Background: an optimization exercise with open tools, aiming at small area, a short achievable clock period and few clock cycles per item. Do not read the settings as production practice.
Function was checked by simulation only, so behaviour that the tests miss may differ from the original.

==> ember <==
// ncq_dither
module ncq_dither #(
    parameter MAXW = 32
) (
    input  wire        clk,
    input  wire        rst,           
    input  wire        start,
    output wire        busy,
    input  wire [1:0]  kind,          
    input  wire [7:0]  strength,      
    input  wire        has_t,         
    input  wire [15:0] img_w,
    input  wire [15:0] img_h,
    input  wire [31:0] nseed,
    input  wire        in_valid,
    output wire        in_ready,
    input  wire [31:0] in_pixel,
    output wire        out_valid,
    input  wire        out_ready,
    output wire [31:0] out_pixel,
    output wire [14:0] lut_addr,
    input  wire [7:0]  lut_data,
    output wire [7:0]  pal_addr,
    input  wire [31:0] pal_data
);
clock: 21.0 ns
lec_check: 0
cap_margin: 20
core_margin: 2
core_utilization: 55
cts_cluster_diameter: 60
cts_cluster_size: 20
place_density: 0.7
slew_margin: 20
standard.sh (not shown) runs the stock make flow with config.mk's settings and CLKGATE_MAP_FILE= SYNTH_SCRIPT=/design/flow/synth_recipe.tcl, a recipe that flattens the netlist after the stock synthesis.
==> flow/flow/run.sh <==
#!/bin/bash
set -euo pipefail

MARGIN=12.5

# standard synthesis, unchanged
bash standard.sh synth > synth.log 2>&1

# the rest of the standard layout, with the setup margin
sed 's|"${@:-finish}"|SETUP_SLACK_MARGIN='"$MARGIN"' BUFFER_PORTS_ARGS="-buffer_cell sky130_fd_sc_hd__buf_1" "${@:-finish}"|' standard.sh > standard_margin.sh
grep -q "SETUP_SLACK_MARGIN=$MARGIN" standard_margin.sh
bash standard_margin.sh > layout.log 2>&1
==> inputs of pepper, as changes to ember <==
--- a/flow/design.v
+++ b/flow/design.v
@@ -102,25 +102,24 @@
     wire [14:0] nw    = hv ? hw    : inw;
     wire        ntr   = hv ? htr   : in_tr;
     wire        neor  = hv ? heor  : in_eor;
     wire        nlast = hv ? hlast : in_last;
     reg        sv;             
     reg [14:0] cw;
     reg        ctr, ceor, clast;
     reg [14:0] breg;           
-    reg [1:0]  qn;             
-    reg        wp, rp;
-    reg [31:0] oq0, oq1;
+    reg [1:0]  qn, wp, rp;
+    reg [31:0] q0, q1, q2;
     reg        v1, v2, tr1;
-    assign out_valid = (qn != 2'd0) | v2;
-    assign out_pixel = (qn == 2'd0) ? pal_data : rp ? oq1 : oq0;
+    assign out_valid = (qn != 2'd0);
+    assign out_pixel = (rp == 2'd0) ? q0 : (rp == 2'd1) ? q1 : q2;
     wire hs = out_valid & out_ready;
     wire [2:0] cnt = {1'b0, qn} + {2'b00, v1} + {2'b00, v2};
-    wire credit = (cnt <= 3'd1) | (hs & (cnt == 3'd2));
+    wire credit = (cnt <= 3'd2) | (hs & (cnt == 3'd3));
     wire issue = sv & credit;
     wire [14:0] vb;            
     assign lut_addr = sol ? breg : vb;
     assign pal_addr = tr1 ? 8'd0 : lut_data;
     reg [4:0] x;               
     reg [2:0] ph;              
     reg       iss;             
     reg       pv;              
@@ -132,17 +131,17 @@
     wire ph0 = (ph == 3'd0);
     wire ph1 = (ph == 3'd1);
     wire ph2 = (ph == 3'd2);
     wire late = ph[1];         
     wire ph0x = ph0 & (issue | ~sv);    
     wire done   = (iss ? late : 1'b1) & (first | (tc == 5'd3));
     wire x31    = (x == 5'd31);
     wire nflush = (iss ? ceor : flush) & ~x31;
-    wire qroom  = ({1'b0, qn} + {2'b00, v2} - {2'b00, hs}) <= 3'd1;
+    wire qroom  = ({1'b0, qn} + {2'b00, v2} - {2'b00, hs}) <= 3'd2;
     wire trans  = act & ~sol & done & (nflush | (hv & qroom));
     wire x_in   = ({1'b0, x} + 6'd1 < w_q[5:0]);    
     wire x_in2  = ({1'b0, x} + 6'd2 < w_q[5:0]);    
     wire ld_sol = act & sol & pix_avail & (~sv | issue);
     wire ld     = ld_sol | (trans & ~nflush);
     reg [31:0] ns;             
     reg [31:0] mreg;           
     wire [7:0] cw8r = {cw[14:10], cw[14:12]};
@@ -237,26 +236,22 @@
             wire [12:0] lo = {1'b0, sd[11:0]} + {1'b0, cd[11:0]};
             reg [18:0] sq, cq;
             reg        kq;
             always @(posedge clk) begin
                 sq <= sd[30:12];
                 cq <= cd[30:12];
                 kq <= lo[12];
             end
-            wire [9:0]  lw  = {1'b0, sq[8:0]} + {1'b0, cq[8:0]} + {9'd0, kq};
-            wire [9:0]  hi0 = sq[18:9] + cq[18:9];
-            wire [9:0]  hi1 = sq[18:9] + cq[18:9] + 10'd1;
-            wire [18:0] vh  = {lw[9] ? hi1 : hi0, lw[8:0]};
+            wire [18:0] vh = sq + cq + {18'd0, kq};      
             wire [15:0] con12 = vh[15:0];
             wire [15:0] con13 = vh[16:1];
             wire [15:0] con14 = vh[17:2];
-            wire [4:0] b0 = hi0[9] ? 5'd0 : (hi0[8:5] != 4'd0) ? 5'd31 : hi0[4:0];
-            wire [4:0] b1 = hi1[9] ? 5'd0 : (hi1[8:5] != 4'd0) ? 5'd31 : hi1[4:0];
-            assign vb[14-5*c -: 5] = lw[9] ? b1 : b0;
+            assign vb[14-5*c -: 5] = vh[18] ? 5'd0 :
+                                     (vh[17:14] != 4'd0) ? 5'd31 : vh[13:9];
             wire [15:0] ao = sat_add(ph1 ? nm1[H -: 16] : n0[H -: 16],
                                      (ph1 && hvy) ? con13 : con12);
             wire [15:0] bo = sat_add(ph1 ? c2[H -: 16] : np1[H -: 16], con13);
             wire [15:0] co = sat_add(nm2[H -: 16], con14);
             assign nm2n[H -: 16] = en_c1 ? co : nm2[H -: 16];
             assign nm1n[H -: 16] = en_a1 ? ao : nm1[H -: 16];
             assign n0n[H -: 16]  = en_a2 ? ao : n0[H -: 16];
             assign np1n[H -: 16] = en_b2 ? bo :
@@ -268,18 +263,18 @@
     always @(posedge clk) begin
         if (rst) begin
             act <= 1'b0;
             hv  <= 1'b0;
             sv  <= 1'b0;
             v1  <= 1'b0;
             v2  <= 1'b0;
             qn  <= 2'd0;
-            wp  <= 1'b0;
-            rp  <= 1'b0;
+            wp  <= 2'd0;
+            rp  <= 2'd0;
         end else begin
             if (accept)
                 act <= (img_w != 16'd0) && (img_h != 16'd0);
             else if (issue && clast)
                 act <= 1'b0;
             if (ld) begin
                 if (hv && !take)
                     hv <= 1'b0;
@@ -288,19 +283,19 @@
             end
             if (ld)
                 sv <= 1'b1;
             else if (issue)
                 sv <= 1'b0;
             v1 <= issue;
             v2 <= v1;
             if (v2)
-                wp <= ~wp;
+                wp <= (wp == 2'd2) ? 2'd0 : wp + 2'd1;
             if (hs)
-                rp <= ~rp;
+                rp <= (rp == 2'd2) ? 2'd0 : rp + 2'd1;
             qn <= qn + {1'b0, v2} - {1'b0, hs};
         end
     end
     always @(posedge clk) begin
         if (accept) begin
             k_q    <= kind;
             s_q    <= strength;
             hast_q <= has_t;
@@ -328,20 +323,21 @@
             ctr   <= ntr;
             ceor  <= neor;
             clast <= nlast;
         end
         if (ld_sol)
             breg  <= nw;
         tr1 <= ctr;
         if (v2) begin
-            if (wp)
-                oq1 <= pal_data;
-            else
-                oq0 <= pal_data;
+            case (wp)
+                2'd0: q0 <= pal_data;
+                2'd1: q1 <= pal_data;
+                default: q2 <= pal_data;
+            endcase
             dqr <= dr;
             dqg <= dg;
             dqb <= db;
         end
         ring <= {ring[48*(RD-1)-1:0], trans ? nm2n : ring_top};
         if (trans)
             tc <= 5'd1;
         else
@@ -389,30 +385,33 @@
         end else if (act && !sol && ph1) begin
             fop  <= (iss && !ctr && x_in) ? fmul  : 20'd0;
             fop3 <= (iss && !ctr && x_in) ? fmul3 : 21'd0;
         end
         if (trans) begin
             f3  <= fm3;
             f33 <= fm33;
         end
-        if (trans) begin
+        if (accept) begin
+            nm2 <= 48'd0;
+            nm1 <= 48'd0;
+            n0  <= 48'd0;
+            np1 <= 48'd0;
+            np2 <= 48'd0;
+            c2  <= 48'd0;
+        end else if (trans) begin
             nm2 <= nm1n;
             nm1 <= n0n;
             n0  <= np1n;
-            np1 <= first ? 48'd0 : np2n;
+            np1 <= np2n;
             np2 <= 48'd0;
             est <= ring_top;
+            c2  <= (zrow && x != 5'd30) ? 48'd0 : est;
         end else begin
             nm2 <= nm2n;
             nm1 <= nm1n;
             n0  <= n0n;
             np1 <= np1n;
             np2 <= np2n;
+            c2  <= c2n;
         end
-        if (accept)
-            c2 <= 48'd0;
-        else if (trans)
-            c2 <= (zrow && x != 5'd30) ? 48'd0 : est;
-        else
-            c2 <= c2n;
     end
 endmodule
==> flow/run.sh (new file) <==
#!/bin/bash
# synth_recipe.tcl (not shown) runs the flow's synth.tcl, then flattens the netlist and writes it again
# the make line also repeats each setting of config.mk as NAME=value (left out here)
make -C /OpenROAD-flow-scripts/flow DESIGN_CONFIG=/design/flow/config.mk WORK_HOME=/design/flow/orfs CLKGATE_MAP_FILE= SYNTH_SCRIPT=/design/flow/synth_recipe.tcl finish
CORE_UTILIZATION = 40   (was 55)
CTS_CLUSTER_DIAMETER = default   (was 60)
CTS_CLUSTER_SIZE = default   (was 20)
PLACE_DENSITY = 0.6   (was 0.7)
removed: flow/flow/run.sh
removed: flow/standard.sh
==> inputs of delta, as changes to ember <==
==> flow/flow/run.sh (replaced) <==
#!/bin/bash
set -euo pipefail

MARGIN=12.5

# standard synthesis, unchanged
bash standard.sh synth > synth.log 2>&1

# the rest of the standard layout, with the setup margin
sed 's|"${@:-finish}"|SETUP_SLACK_MARGIN='"$MARGIN"' "${@:-finish}"|' standard.sh > standard_margin.sh
grep -q "SETUP_SLACK_MARGIN=$MARGIN" standard_margin.sh
bash standard_margin.sh > layout.log 2>&1
CTS_CLUSTER_DIAMETER = 100   (was 60)
CTS_CLUSTER_SIZE = 30   (was 20)
==> comparison table <==
Layout filler cell count: delta 14.06k; pepper 21.87k; ember 13.91k
Global routing met1 resource utilization: delta 39.94%; pepper 30.02%; ember 37.60%
Initial drt markers: delta 7899; pepper 7519; ember 7564
Buffer share of cell area: delta 3.832%; pepper 2.906%; ember 2.950%
Met2 Track Usage GR: delta 44.45%; pepper 34.57%; ember 42.81%
Post-route core utilization: delta 61.03%; pepper 45.97%; ember 61.93%
Critical path peak fanout: delta 2; pepper 6; ember 3
Slowest cell on crit path: delta sky130_fd_sc_hd__buf_2; pepper sky130_fd_sc_hd__o211ai_1; ember sky130_fd_sc_hd__buf_2
Core Area: delta 173200 µm²; pepper 238300 µm²; ember 173200 µm²
Die outline width: delta 421.0 µm; pepper 493.9 µm; ember 421.0 µm
Met1 WL: delta 113400 µm; pepper 120400 µm; ember 106900 µm
Outcome: delta no timing/DRC/antenna violations; pepper no timing/DRC/antenna violations; ember no timing/DRC/antenna violations
Via-to-Cell Ratio: delta 5.897; pepper 5.434; ember 5.820
Area of the mapped netlist: delta 95660 µm²; pepper 96010 µm²; ember 95660 µm²
Fraction of area in registers: delta 42.73%; pepper 42.16%; ember 42.11%
Number of logic inverters in the finished layout: delta 591; pepper 626; ember 591
Part of the Yosys area used for sequential elements: delta 47.22%; pepper 48.09%; ember 47.22%
Synth Area per Inst: delta 10.63 µm²; pepper 10.59 µm²; ember 10.63 µm²
Final net count: delta 10.15k; pepper 10.22k; ember 10.21k
Multiplexer share of the synthesized area: delta 2.851%; pepper 1.598%; ember 2.851%
Insertion delay to the later sink of the worst-skew pair: delta 0.83 ns; pepper 0.93 ns; ember 0.85 ns
Met3 WL post-DR: delta 22000 µm; pepper 19650 µm; ember 21620 µm
Critical Path Max Stage Delay: delta 0.16 ns; pepper 0.83 ns; ember 0.18 ns
Overall routing resource usage: delta 28.87%; pepper 22.26%; ember 27.93%
Testbench counts of ember, summed over its fixed seeds: cycles 20,528, pixels 8,192.
Testbench counts of pepper, summed over its fixed seeds: cycles 20,536, pixels 8,192.
Testbench counts of delta, summed over its fixed seeds: cycles 20,528, pixels 8,192.

separate check: timing with driven ports:
In the flow no input, the clock included, has a driving cell. The finished layouts below were timed again as built, in two steps.
Step 1: set_driving_cell puts a clkbuf_16 on clk and a buf_2 on each other input, an assumption about the parent block.
Step 2 also shifts input and output timing later by t, the mid clock arrival at the registers, as if the neighbouring blocks saw the same clock.
Slacks: no drivers / after step 1 / after step 2; pairs: no drivers / after step 1.
run	shift t [ns]	slack for setup (ns)	worst hold slack (ns)
ember	0.899	12.169 / 12.106 / 11.491	0.289 / 0.289 / 0.289
pepper	0.960	10.426 / 10.338 / 10.241	0.259 / 0.259 / 0.259
delta	0.885	12.188 / 12.108 / 11.532	0.302 / 0.302 / 0.302
After both steps every run listed still meets setup and hold. For ember, which loses most, drivers alone change the setup slack by -0.063 ns; drivers and shift together by -0.678 ns.
